This is an optimization exercise on Yosys and OpenROAD, whose aim is small area, a short achievable clock period and few clock cycles per item, not a production implementation. Only simulation tests tie the RTL to the original design; equivalence was not proved.

==> flow/design.v <==
module sss_combine (
    input  wire         clk,
    input  wire         rst,           
    input  wire         in_valid,
    output reg          in_ready,
    input  wire         in_last,
    input  wire [7:0]   in_index,
    input  wire [255:0] in_value,
    output reg          out_valid,
    output wire [255:0] out_secret,
    output reg  [1:0]   out_fault,     
    output reg  [3:0]   out_fault_rec  
);
    localparam integer MMAX = 16;
    function [7:0] gf_mul(input [7:0] a, input [7:0] b);
        reg [14:0] r;
        integer k;
        begin
            r = 15'd0;
            for (k = 0; k < 8; k = k + 1)
                if (b[k]) r = r ^ ({7'd0, a} << k);
            for (k = 14; k >= 8; k = k - 1)
                if (r[k]) r = r ^ (15'h11d << (k - 8));
            gf_mul = r[7:0];
        end
    endfunction
    function [7:0] gf_mul_late(input [7:0] a, input [7:0] b);
        reg [7:0] col, r;
        integer k;
        begin
            col = a;
            r   = 8'd0;
            for (k = 0; k < 8; k = k + 1) begin
                r   = r ^ (b[k] ? col : 8'd0);
                col = {col[6:0], 1'b0} ^ (col[7] ? 8'h1d : 8'h00);
            end
            gf_mul_late = r;
        end
    endfunction
    function [7:0] gf_x(input [7:0] a);
        gf_x = {a[6:0], 1'b0} ^ (a[7] ? 8'h1d : 8'h00);
    endfunction
    function [3:0] g16_mul(input [3:0] a, input [3:0] b);
        reg [6:0] r; integer k;
        begin
            r = 7'd0;
            for (k = 0; k < 4; k = k + 1) if (b[k]) r = r ^ ({3'd0, a} << k);
            for (k = 6; k >= 4; k = k - 1) if (r[k]) r = r ^ (7'h13 << (k - 4));
            g16_mul = r[3:0];
        end
    endfunction
    function [3:0] g16_inv(input [3:0] a);
        case (a)
            4'd0: g16_inv = 4'd0;
            4'd1: g16_inv = 4'd1;
            4'd2: g16_inv = 4'd9;
            4'd3: g16_inv = 4'd14;
            4'd4: g16_inv = 4'd13;
            4'd5: g16_inv = 4'd11;
            4'd6: g16_inv = 4'd7;
            4'd7: g16_inv = 4'd6;
            4'd8: g16_inv = 4'd15;
            4'd9: g16_inv = 4'd2;
            4'd10: g16_inv = 4'd12;
            4'd11: g16_inv = 4'd5;
            4'd12: g16_inv = 4'd10;
            4'd13: g16_inv = 4'd4;
            4'd14: g16_inv = 4'd3;
            4'd15: g16_inv = 4'd8;
        endcase
    endfunction
    function [7:0] to_t(input [7:0] a);
        to_t = {a[5], a[2] ^ a[5] ^ a[6], a[1] ^ a[3] ^ a[4], a[4] ^ a[7], a[1] ^ a[2] ^ a[5], a[1] ^ a[3] ^ a[4] ^ a[7], a[1] ^ a[5], a[0] ^ a[1] ^ a[3]};
    endfunction
    function [7:0] from_t(input [7:0] a);
        from_t = {a[2] ^ a[5], a[1] ^ a[3] ^ a[6] ^ a[7], a[7], a[2] ^ a[4] ^ a[5], a[1] ^ a[2] ^ a[4] ^ a[7], a[1] ^ a[3], a[1] ^ a[7], a[0] ^ a[2] ^ a[4]};
    endfunction
    function [7:0] gf_mul_t(input [7:0] a, input [7:0] b);
        reg [3:0] hh, ll, mm;
        begin
            hh = g16_mul(a[7:4], b[7:4]);
            ll = g16_mul(a[3:0], b[3:0]);
            mm = g16_mul(a[7:4] ^ a[3:0], b[7:4] ^ b[3:0]);
            gf_mul_t = {mm ^ ll, ll ^ g16_mul(hh, 4'd9)};
        end
    endfunction
    function [7:0] gf_div_t(input [7:0] pt, input [7:0] et);
        reg [3:0] e1, e0, c1, c0, dl, di, h, l, pp;
        begin
            e1 = et[7:4]; e0 = et[3:0];
            c1 = e1; c0 = e0 ^ e1;                        
            dl = g16_mul(e0, e0 ^ e1) ^ g16_mul(g16_mul(e1, e1), 4'd9);
            di = g16_inv(dl);
            pp = g16_mul(pt[7:4], c1);
            h  = pp ^ g16_mul(pt[7:4], c0) ^ g16_mul(pt[3:0], c1);
            l  = g16_mul(pp, 4'd9) ^ g16_mul(pt[3:0], c0);
            gf_div_t = {g16_mul(h, di), g16_mul(l, di)};
        end
    endfunction
    function [7:0] gf_sq(input [7:0] a);
        reg [7:0] col, r;
        integer k;
        begin
            col = 8'd1;
            r   = 8'd0;
            for (k = 0; k < 8; k = k + 1) begin
                r   = r ^ (a[k] ? col : 8'd0);
                col = gf_x(gf_x(col));
            end
            gf_sq = r;
        end
    endfunction
    reg         vphase;        
    reg  [3:0]  cnt;           
    reg  [4:0]  rem;           
    reg  [1:0]  sc;            
    reg         wv;            
    reg         afirst;        
    reg  [7:0]  w;             
    reg  [7:0]  P;             
    reg  [7:0]  E0;            
    reg  [7:0]  E1;            
    reg  [7:0]  Xt [0:MMAX-1];  
    reg  [MMAX-1:0] vm;        
    reg  [MMAX-1:0] self;      
    reg  [7:0]  xs;            
    reg  [7:0]  T1 [0:3];      
    reg  [255:0] acc;
    reg         f_zero, f_dup;
    reg  [7:0]  tin_r;         
    reg         idx_r;         
    reg  [3:0]  f_zero_rec, f_dup_rec;
    wire acc_idx = !vphase && in_valid;
    wire acc_val = vphase && in_valid && wv;
    wire step    = vphase && (rem != 5'd0) && (!wv || acc_val);
    wire last_v  = acc_val && (rem == 5'd0);
    assign out_secret = acc;
    wire       c0 = (cnt == 4'd0);
    wire       c1 = (cnt == 4'd1);
    wire       c2 = (cnt == 4'd2);
    wire [7:0] x0 = from_t(Xt[0]);
    wire [7:0] x1 = from_t(Xt[1]);
    wire [7:0] tin = to_t(in_index);
    wire [7:0] E0_n = c0 ? in_index : gf_mul_late(E0, x0 ^ in_index);
    wire [7:0] E1_n = gf_mul_late(c1 ? x0 : E1, (c1 ? 8'd0 : x1) ^ in_index) ^
                      (c1 ? gf_sq(in_index) : 8'd0);
    wire [7:0] P_n  = c0 ? in_index : gf_mul_late(P, in_index);
    reg  [MMAX-1:0] eq;
    integer k;
    always @(*) begin
        for (k = 0; k < MMAX - 1; k = k + 1)
            eq[k] = (Xt[k] == tin_r) && vm[k+1];
        eq[MMAX-1] = 1'b0;
    end
    wire dupnow = idx_r && (|eq);
    reg  [7:0] xs_n;
    reg  [7:0] leaf [0:MMAX-1];
    reg  [7:0] l1 [0:7];
    reg  [7:0] T1_n [0:3];
    always @(*) begin
        xs_n = 8'd0;
        for (k = 1; k < MMAX; k = k + 1)
            xs_n = xs_n | (self[k-1] ? Xt[k] : 8'd0);
        for (k = 0; k < MMAX; k = k + 1)
            leaf[k] = self[k] ? Xt[k] : (vm[k] ? (Xt[k] ^ xs) : 8'd1);
        for (k = 0; k < 8; k = k + 1)
            l1[k] = gf_mul_t(leaf[2*k], leaf[2*k+1]);
        for (k = 0; k < 4; k = k + 1)
            T1_n[k] = gf_mul_t(l1[2*k], l1[2*k+1]);
    end
    wire [7:0] T2_n = gf_mul_t(gf_mul_t(T1[0], T1[1]), gf_mul_t(T1[2], T1[3]));
    wire [7:0] Pm     = (f_dup || dupnow) ? 8'd0 : P;
    wire [7:0] w_next = gf_div_t(to_t(Pm), to_t(E0));
    reg  [7:0] col [0:7];
    reg  [255:0] prod;
    integer c, p;
    always @(*) begin
        col[0] = from_t(w);
        for (c = 1; c < 8; c = c + 1) col[c] = gf_x(col[c-1]);
        for (c = 0; c < 8; c = c + 1) col[c] = col[c] & {8{acc_val}};
        for (p = 0; p < 32; p = p + 1) begin
            prod[8*p +: 8] = 8'd0;
            for (c = 0; c < 8; c = c + 1)
                prod[8*p +: 8] = prod[8*p +: 8] ^ (in_value[8*p + c] ? col[c] : 8'd0);
        end
    end
    always @(posedge clk)
        acc <= (afirst ? 256'd0 : acc) ^ prod;
    integer i;
    always @(posedge clk) begin
        tin_r <= tin;
        if (acc_idx) begin
            for (i = 0; i < MMAX; i = i + 1)
                if (i == cnt) Xt[i] <= tin;
            vm <= c0 ? 16'd1 : (vm | (16'd1 << cnt));
            E0 <= E0_n;
            if (!c0) E1 <= E1_n;
            P  <= P_n;
        end
        if (step) begin
            for (i = 0; i < 4; i = i + 1) T1[i] <= T1_n[i];
            E0 <= (sc == 2'd0) ? E1 : from_t(T2_n);
            w  <= w_next;
        end
    end
    wire vphase_n = !rst && (last_v ? 1'b0 : ((acc_idx && in_last) ? 1'b1 : vphase));
    wire wv_n     = !rst && (step ? 1'b1 : (last_v ? 1'b0 : wv));
    always @(posedge clk) begin
        in_ready <= !vphase_n || wv_n;
        if (vphase) begin
            out_fault     <= f_zero ? 2'd1 : (f_dup ? 2'd2 : 2'd0);
            out_fault_rec <= f_zero ? f_zero_rec : f_dup_rec;
        end
    end
    always @(posedge clk) begin
        if (rst) begin
            vphase    <= 1'b0;
            cnt       <= 4'd0;
            wv        <= 1'b0;
            idx_r     <= 1'b0;
            out_valid <= 1'b0;
        end else begin
            out_valid <= 1'b0;
            idx_r <= acc_idx;
            if (dupnow && !f_dup) begin
                f_dup     <= 1'b1;
                f_dup_rec <= cnt - 4'd1;
            end
            if (acc_idx) begin
                if (c0) begin
                    f_zero <= 1'b0;
                    f_dup  <= 1'b0;
                end
                if (in_index == 8'd0 && !(f_zero && !c0)) begin
                    f_zero     <= 1'b1;
                    f_zero_rec <= cnt;
                end
                cnt <= cnt + 4'd1;
                if (in_last) begin
                    rem    <= {1'b0, cnt} + 5'd1;
                    sc     <= 2'd0;
                    self   <= 16'd4;
                    xs     <= c2 ? tin : Xt[2];
                    vphase <= 1'b1;
                    afirst <= 1'b1;
                end
            end
            if (step) begin
                wv   <= 1'b1;
                rem  <= rem - 5'd1;
                self <= self << 1;
                xs   <= xs_n;
                if (sc != 2'd2) sc <= sc + 2'd1;
            end else if (last_v) begin
                wv <= 1'b0;
            end
            if (acc_val)
                afirst <= 1'b0;
            if (last_v) begin
                out_valid <= 1'b1;
                vphase    <= 1'b0;
                cnt       <= 4'd0;
            end
        end
    end
endmodule
Settings: LEC_CHECK=0, CAP_MARGIN=20, CORE_MARGIN=2, CORE_UTILIZATION=40, CTS_CLUSTER_DIAMETER=100, CTS_CLUSTER_SIZE=20, SLEW_MARGIN=20, TNS_END_PERCENT=0; clock period 20.0 ns.
standard.sh (not shown) runs the stock make flow with config.mk's settings and CLKGATE_MAP_FILE= SYNTH_SCRIPT=/design/flow/synth_recipe.tcl, a recipe that flattens the netlist after the stock synthesis.
==> flow/flow/run.sh <==
#!/bin/bash
set -uo pipefail
export BUFFER_PORTS_ARGS="-buffer_cell sky130_fd_sc_hd__buf_2"
export SETUP_SLACK_MARGIN=14.4
bash standard.sh > standard.log 2>&1
The baseline finished clean.
Testbench counts at the start, summed over its fixed seeds: cycles 9,828, commands 384.
Next try:
==> flow/flow/run.sh (replaced) <==
#!/bin/bash
set -uo pipefail
export BUFFER_PORTS_ARGS="-buffer_cell sky130_fd_sc_hd__buf_2"
export SETUP_SLACK_MARGIN=14.6
bash standard.sh > standard.log 2>&1
CTS_CLUSTER_DIAMETER = default   (was 100)
CTS_CLUSTER_SIZE = default   (was 20)
=> The changed run produced a clean layout. Critical path depth is lower by 3. Cell area is higher by 1.8%. Cell count is higher by 0.73%. Die area stays the same. Setup slack gets worse by 0.090 ns. Wire length is about the same. First-iteration DRC count is higher by 8.4%.
Next try:
==> flow/flow/run.sh (replaced) <==
#!/bin/bash
set -uo pipefail
export BUFFER_PORTS_ARGS="-buffer_cell sky130_fd_sc_hd__buf_2"
export SETUP_SLACK_MARGIN=14.4
bash standard.sh > standard.log 2>&1
CORE_UTILIZATION = 50   (was 40)
CTS_CLUSTER_DIAMETER = 100   (was default)
CTS_CLUSTER_SIZE = 20   (was default)
Final area went down by a few percent.
Via count went down by a few percent.
Wire length went down by a few percent.
Flip-flop and latch count does not change.
Synthesized area stays the same.
Core utilization went up by 9.4 points.
Next try:
==> flow/flow/run.sh (replaced) <==
#!/bin/bash
set -uo pipefail
export BUFFER_PORTS_ARGS="-buffer_cell sky130_fd_sc_hd__buf_2"
export SETUP_SLACK_MARGIN=14.0
bash standard.sh > standard.log 2>&1
CORE_UTILIZATION = 40   (was 50)
CTS_CLUSTER_DIAMETER = default   (was 100)
CTS_CLUSTER_SIZE = default   (was 20)
TNS_END_PERCENT = default   (was 0)
Result: Critical path depth goes down by 2. Via count goes up by about 1.4%. Sequential cell count is unchanged. Count of clock-buffer cells in the layout goes up by 49. Worst hold slack gains 0.0032 ns. Routed wire length goes up by about 3%.
Next try:
==> flow/flow/run.sh (replaced) <==
#!/bin/bash
set -uo pipefail
export BUFFER_PORTS_ARGS="-buffer_cell sky130_fd_sc_hd__buf_2"
export SETUP_SLACK_MARGIN=14.2
bash standard.sh > standard.log 2>&1
CTS_CLUSTER_DIAMETER = 100   (was default)
CTS_CLUSTER_SIZE = 20   (was default)
TNS_END_PERCENT = 0   (was default)
Maximum frequency went up slightly.
Synthesized area does not change.
Global-route usage climbs by 0.32 points.
Wire length goes down slightly.

## afterwards: timing with drivers on the ports
In the flow no input, the clock included, has a driving cell. The finished layouts below were timed again as built, in two steps. Step 1 sets driving cells, clkbuf_16 on the clock port and buf_2 on the other inputs (assumed; they add their load-dependent delay and slew). Step 2 times the ports against the registers' clock, not the clock port: input delays grow and output delays shrink by t, the midpoint of the rising clock arrivals with the driver on. a / b / c = ideal / step 1 / step 2; a / b = the first two.
run | t (ns) | setup slack, ns | worst hold slack (ns) | worst setup path after step 2
the first run | 0.752 | 14.317 / 14.331 / 13.579 | 0.583 / 0.583 / 0.583 | input to register
the second run | 0.782 | 14.227 / 14.227 / 13.445 | 0.548 / 0.548 / 0.548 | input to register
the third run | 0.742 | 14.138 / 14.190 / 13.448 | 0.560 / 0.560 / 0.560 | input to register
the fourth run | 0.770 | 14.004 / 14.038 / 13.268 | 0.563 / 0.563 / 0.563 | input to register
the fifth run | 0.747 | 14.044 / 14.075 / 13.328 | 0.583 / 0.583 / 0.583 | input to register
After both steps every run listed still meets setup and hold. For the second run, which loses most, drivers alone change the setup slack by 0.000 ns; drivers and shift together by -0.782 ns.
